What follows belongs to an exercise in optimizing a design on an open flow for small area; a production flow would make more cautious choices. The RTL was checked by simulation tests, not by an equivalence proof against the original design. Power and IR drop assume default switching activity. The clock port is modelled as an ideal driver; clocking choices that lean on that would not hold on a real chip.

## alpha
## avr_boot_engine
module avr_boot_engine (
    input  wire        clk,
    input  wire        rst,           
    output wire        link_load,     
    output reg  [7:0]  link_tx,
    output wire        link_poll,     
    input  wire        link_done,
    input  wire        link_wcol,
    input  wire [7:0]  link_rx,
    output wire        nvm_poll,      
    input  wire        nvm_busy,
    output wire        nvm_op,        
    output reg  [1:0]  nvm_cmd,       
    output reg  [16:0] nvm_addr,
    output reg  [7:0]  nvm_lo,
    output reg  [7:0]  nvm_hi,
    output wire        pm_re,
    output reg  [16:0] pm_addr,
    input  wire [7:0]  pm_data,
    output wire        aux_re,
    output wire        aux_we,
    output reg  [15:0] aux_addr,
    output reg  [7:0]  aux_wdata,
    input  wire [7:0]  aux_rdata,
    output wire        escape,
    output wire [2:0]  esc_cause,
    output wire        irq_inhibit
);
    localparam [7:0]   AUX_MARKER  = 8'h01;
    localparam [2:0] CAUSE_LEAVE = 3'd0, CAUSE_TIMEOUT = 3'd1, CAUSE_COLLISION = 3'd2,
                     CAUSE_DESYNC = 3'd3, CAUSE_OVERSIZE = 3'd4;
    localparam [3:0] S_LOAD  = 4'd0,    
                     S_POLL  = 4'd1,    
                     S_PWR   = 4'd2,    
                     S_FDONE = 4'd3,    
                     S_CHECK = 4'd4,    
                     S_AUXW  = 4'd5,    
                     S_NWAIT = 4'd6,    
                     S_NOP   = 4'd7,    
                     S_S2    = 4'd8,    
                     S_RDS   = 4'd9,    
                     S_RDC   = 4'd10,   
                     S_SWAP  = 4'd12,   
                     S_ESC   = 4'd11;   
  ...
Size: about 2100 flip-flops, roughly 130 I/O pins, ~48000 um2 of cells after synthesis.
clock: 10.0 ns
lec_check: 0
cap_margin: 20
core_margin: 2
core_utilization: 30
gpl_timing_driven: 0
slew_margin: 20
standard.sh (not shown) runs the stock make flow with config.mk's settings and CLKGATE_MAP_FILE= SYNTH_SCRIPT=/design/flow/synth_recipe.tcl, a recipe that flattens the netlist after the stock synthesis.
==> flow/flow/run.sh <==
#!/bin/bash
export BUFFER_PORTS_ARGS="-buffer_cell sky130_fd_sc_hd__buf_1"
export CTS_ARGS="-sink_clustering_enable -repair_clock_nets -dont_use_dummy_load -sink_clustering_size 30 -sink_clustering_max_diameter 100 -buf_list sky130_fd_sc_hd__clkbuf_16"
bash standard.sh > standard.log 2>&1
alpha: all stages complete, timing, DRC and antenna checks passed
> inputs changed (alpha -> epsilon)
# alpha
export LEC_CHECK = 0
export CAP_MARGIN = 20
export CORE_MARGIN = 2
export CORE_UTILIZATION = 30
export GPL_TIMING_DRIVEN = 0
export SLEW_MARGIN = 20
create_clock -name core_clock -period 10.0 [get_ports {clk}]
# epsilon
export LEC_CHECK = 0
export CAP_MARGIN = 20
export CORE_MARGIN = 2
export CORE_UTILIZATION = 30
export SLEW_MARGIN = 20
create_clock -name core_clock -period 10.0 [get_ports {clk}]
- Going from alpha to epsilon, fraction of area in multi-input gates held steady, area growth from synthesis to final layout shrank by 0.96 points, wire length of the first global-routing pass held steady, number of hold violations in the final report held steady, worst hold slack across all endpoints grew by 0.040 ns.
- Clock network power share was lower in alpha than in epsilon.
- Compared with alpha, epsilon ends up with less cell area.
- Comparing alpha with epsilon, the post-route total power came out essentially unchanged.
- alpha has a higher routing usage on met3 than epsilon.
- Vias: epsilon fewer than alpha


Setup of exp/garnet:
avr_boot_engine, a different RTL version from the one above (not shown whole).
Size in the first run: about 2800 cells after synthesis, about 2100 flip-flops, ~0.048 sq mm of cells after synthesis.
export LEC_CHECK = 0
export CAP_MARGIN = 20
export CORE_MARGIN = 2
export CORE_UTILIZATION = 30
export MIN_ROUTING_LAYER = met2
export SLEW_MARGIN = 20
create_clock -name core_clock -period 10.0 [get_ports {clk}]
==> flow/flow/run.sh <==
#!/bin/bash
export BUFFER_PORTS_ARGS="-buffer_cell sky130_fd_sc_hd__buf_1"
export CTS_ARGS="-sink_clustering_enable -repair_clock_nets -dont_use_dummy_load -sink_clustering_size 36 -sink_clustering_max_diameter 100 -buf_list sky130_fd_sc_hd__clkbuf_16"
bash standard.sh > standard.log 2>&1
ANT=orfs/reports/sky130hd/avr_boot_engine/base/drt_antennas.log
for seed in 11 23 37; do
  if [[ -f $ANT ]] && ! grep -q VIOLATED $ANT; then
    break
  fi
  cp $ANT antennas_before_seed_$seed.log 2>/dev/null
  bash standard.sh clean_route > standard_clean_$seed.log 2>&1
  OR_SEED=$seed MAX_REPAIR_ANTENNAS_ITER_DRT=10 bash standard.sh > standard_seed_$seed.log 2>&1
done
[inputs] exp/juniper vs exp/garnet
- removing MIN_ROUTING_LAYER (formerly met2)
--- a/flow/flow/run.sh
+++ b/flow/flow/run.sh
@@ -3 +3 @@
-export CTS_ARGS="-sink_clustering_enable -repair_clock_nets -dont_use_dummy_load -sink_clustering_size 36 -sink_clustering_max_diameter 100 -buf_list sky130_fd_sc_hd__clkbuf_16"
+export CTS_ARGS="-sink_clustering_enable -repair_clock_nets -dont_use_dummy_load -sink_clustering_size 30 -sink_clustering_max_diameter 100 -buf_list sky130_fd_sc_hd__clkbuf_16"
Results
exp/juniper -> stages 100% | layout checks FAIL | antenna violations
Summary of exp/juniper over exp/garnet: total congestion overflow after global routing shows no meaningful change; global-route usage shows a reduction of 4.6 points; first-pass GRT wire length shows a reduction of 2700 um.
Routed wire length per instance delta for exp/juniper relative to exp/garnet: about 1.7% lower
Compared exp/juniper against exp/garnet; data required time at the worst endpoint within noise.


avr_boot_engine again, from the RTL that the note above started with.
Settings: LEC_CHECK=0, CAP_MARGIN=20, CORE_MARGIN=2, CORE_UTILIZATION=30, SLEW_MARGIN=20; clock period 10.0 ns.
==> flow/flow/run.sh <==
#!/bin/bash
export BUFFER_PORTS_ARGS="-buffer_cell sky130_fd_sc_hd__buf_1"
export CTS_ARGS="-sink_clustering_enable -repair_clock_nets -dont_use_dummy_load -sink_clustering_size 30 -sink_clustering_max_diameter 100 -tree_buf sky130_fd_sc_hd__clkbuf_8 -buf_list sky130_fd_sc_hd__clkbuf_16"
bash standard.sh > standard.log 2>&1
ANT=orfs/reports/sky130hd/avr_boot_engine/base/drt_antennas.log
for seed in 11 23 37; do
  if [[ -f $ANT ]] && ! grep -q VIOLATED $ANT; then
    break
  fi
  cp $ANT antennas_before_seed_$seed.log 2>/dev/null
  bash standard.sh clean_route > standard_clean_$seed.log 2>&1
  OR_SEED=$seed MAX_REPAIR_ANTENNAS_ITER_DRT=10 bash standard.sh > standard_seed_$seed.log 2>&1
done
The baseline finished with antenna violations left.
Next try:
--- a/flow/flow/run.sh
+++ b/flow/flow/run.sh
@@ -1,5 +1,5 @@
 #!/bin/bash
 export BUFFER_PORTS_ARGS="-buffer_cell sky130_fd_sc_hd__buf_1"
-export CTS_ARGS="-sink_clustering_enable -repair_clock_nets -dont_use_dummy_load -sink_clustering_size 30 -sink_clustering_max_diameter 100 -tree_buf sky130_fd_sc_hd__clkbuf_8 -buf_list sky130_fd_sc_hd__clkbuf_16"
+export CTS_ARGS="-sink_clustering_enable -repair_clock_nets -dont_use_dummy_load -sink_clustering_size 33 -sink_clustering_max_diameter 100 -buf_list sky130_fd_sc_hd__clkbuf_16"
 bash standard.sh > standard.log 2>&1
 ANT=orfs/reports/sky130hd/avr_boot_engine/base/drt_antennas.log
MIN_ROUTING_LAYER = met2   (was unset)
With this change the flow went through all stages and came out clean.
Clock skew stays flat.
Utilization hardly moves.
Sequential power stays flat.
Count of clock-buffer cells in the layout decreases by 6.
Non-clock buffer count increases by 1.
Next try:
==> flow/flow/run.sh (replaced) <==
#!/bin/bash
export BUFFER_PORTS_ARGS="-buffer_cell sky130_fd_sc_hd__buf_1"
export CTS_ARGS="-sink_clustering_enable -repair_clock_nets -dont_use_dummy_load -sink_clustering_size 30 -sink_clustering_max_diameter 100 -buf_list sky130_fd_sc_hd__clkbuf_16"
bash standard.sh > standard.log 2>&1
MIN_ROUTING_LAYER = unset   (was met2)
This time the run finished but fails on antenna violations.
Via count decreases by 23%.
Count of clock-buffer cells in the layout increases by 6.
Utilization stays flat.
Maximum frequency decreases by 0.59%.
Next try:
==> flow/flow/run.sh (replaced) <==
#!/bin/bash
export BUFFER_PORTS_ARGS="-buffer_cell sky130_fd_sc_hd__buf_1"
export CTS_ARGS="-sink_clustering_enable -repair_clock_nets -dont_use_dummy_load -sink_clustering_size 33 -sink_clustering_max_diameter 80 -buf_list sky130_fd_sc_hd__clkbuf_16"
bash standard.sh > standard.log 2>&1
ANT=orfs/reports/sky130hd/avr_boot_engine/base/drt_antennas.log
for seed in 11 23 37; do
  if [[ -f $ANT ]] && ! grep -q VIOLATED $ANT; then
    break
  fi
  cp $ANT antennas_before_seed_$seed.log 2>/dev/null
  bash standard.sh clean_route > standard_clean_$seed.log 2>&1
  OR_SEED=$seed MAX_REPAIR_ANTENNAS_ITER_DRT=10 bash standard.sh > standard_seed_$seed.log 2>&1
done
MIN_ROUTING_LAYER = met2   (was unset)
The changed run went through all stages and came out clean.
Worst setup slack gains 0.061 ns.
Final cell count barely changes.
First-iteration DRC count rises by 44%.
Clock power goes down by about 2%.
Clock-buffer cell count goes down by 3.
Area after synthesis is unchanged.
Next try:
--- a/flow/flow/run.sh
+++ b/flow/flow/run.sh
@@ -1,5 +1,5 @@
 #!/bin/bash
 export BUFFER_PORTS_ARGS="-buffer_cell sky130_fd_sc_hd__buf_1"
-export CTS_ARGS="-sink_clustering_enable -repair_clock_nets -dont_use_dummy_load -sink_clustering_size 33 -sink_clustering_max_diameter 80 -buf_list sky130_fd_sc_hd__clkbuf_16"
+export CTS_ARGS="-sink_clustering_enable -repair_clock_nets -dont_use_dummy_load -sink_clustering_size 30 -sink_clustering_max_diameter 100 -buf_list sky130_fd_sc_hd__clkbuf_16"
 bash standard.sh > standard.log 2>&1
 ANT=orfs/reports/sky130hd/avr_boot_engine/base/drt_antennas.log
The new run went through all stages and came out clean.
Hold slack loses 0.019 ns.
Fmax shrinks slightly.
Utilization hardly moves.
Synthesized cell count is unchanged.
Next try:
--- a/flow/flow/run.sh
+++ b/flow/flow/run.sh
@@ -1,5 +1,5 @@
 #!/bin/bash
 export BUFFER_PORTS_ARGS="-buffer_cell sky130_fd_sc_hd__buf_1"
-export CTS_ARGS="-sink_clustering_enable -repair_clock_nets -dont_use_dummy_load -sink_clustering_size 30 -sink_clustering_max_diameter 100 -buf_list sky130_fd_sc_hd__clkbuf_16"
+export CTS_ARGS="-sink_clustering_enable -repair_clock_nets -dont_use_dummy_load -sink_clustering_size 26 -sink_clustering_max_diameter 100 -buf_list sky130_fd_sc_hd__clkbuf_16"
 bash standard.sh > standard.log 2>&1
 ANT=orfs/reports/sky130hd/avr_boot_engine/base/drt_antennas.log
What happened: Area after synthesis is unchanged; setup slack gets better by 0.11 ns; routed wire length barely changes; cell area goes up by 0.42%; count of clock-buffer cells in the layout rose by 10; maximum frequency climbs by 2.0%; global-route usage hardly moves; total power rises by 1.5%; utilization grows by 0.14 points; cell count hardly moves; clock power grows by 5.6%.

afterwards: timing with drivers on the ports:
In the flow no input, the clock included, has a driving cell. The finished layouts below were timed again as built, in two steps. Step 1: set_driving_cell puts a clkbuf_16 on clk and a buf_2 on each other input, an assumption about the parent block. Step 2, shift: input delay + t, output delay - t, t = (earliest + latest rising clock arrival at the registers) / 2. This alone moves slack from input paths to output paths. Slacks: no drivers / after step 1 / after step 2; pairs: no drivers / after step 1.
run | t, ns | slack for setup (ns) | slew at the worst register clock pin (ns)
alpha | 0.727 | 4.393 / 4.316 / 5.043 | 0.10 / 0.10
epsilon | 0.724 | 4.514 / 4.441 / 5.165 | 0.12 / 0.12
exp/garnet | 0.705 | 4.704 / 4.638 / 5.343 | 0.12 / 0.12
exp/juniper | 0.731 | 4.638 / 4.569 / 5.299 | 0.12 / 0.12
the first run of note 3 | 0.731 | 4.638 / 4.569 / 5.299 | 0.12 / 0.12
the second run of note 3 | 0.725 | 4.670 / 4.601 / 5.325 | 0.11 / 0.11
the third run of note 3 | 0.731 | 4.638 / 4.569 / 5.300 | 0.12 / 0.12
the fourth run of note 3 | 0.727 | 4.699 / 4.629 / 5.356 | 0.11 / 0.11
the fifth run of note 3 | 0.728 | 4.627 / 4.561 / 5.289 | 0.11 / 0.11
the sixth run of note 3 | 0.732 | 4.732 / 4.665 / 5.397 | 0.11 / 0.11
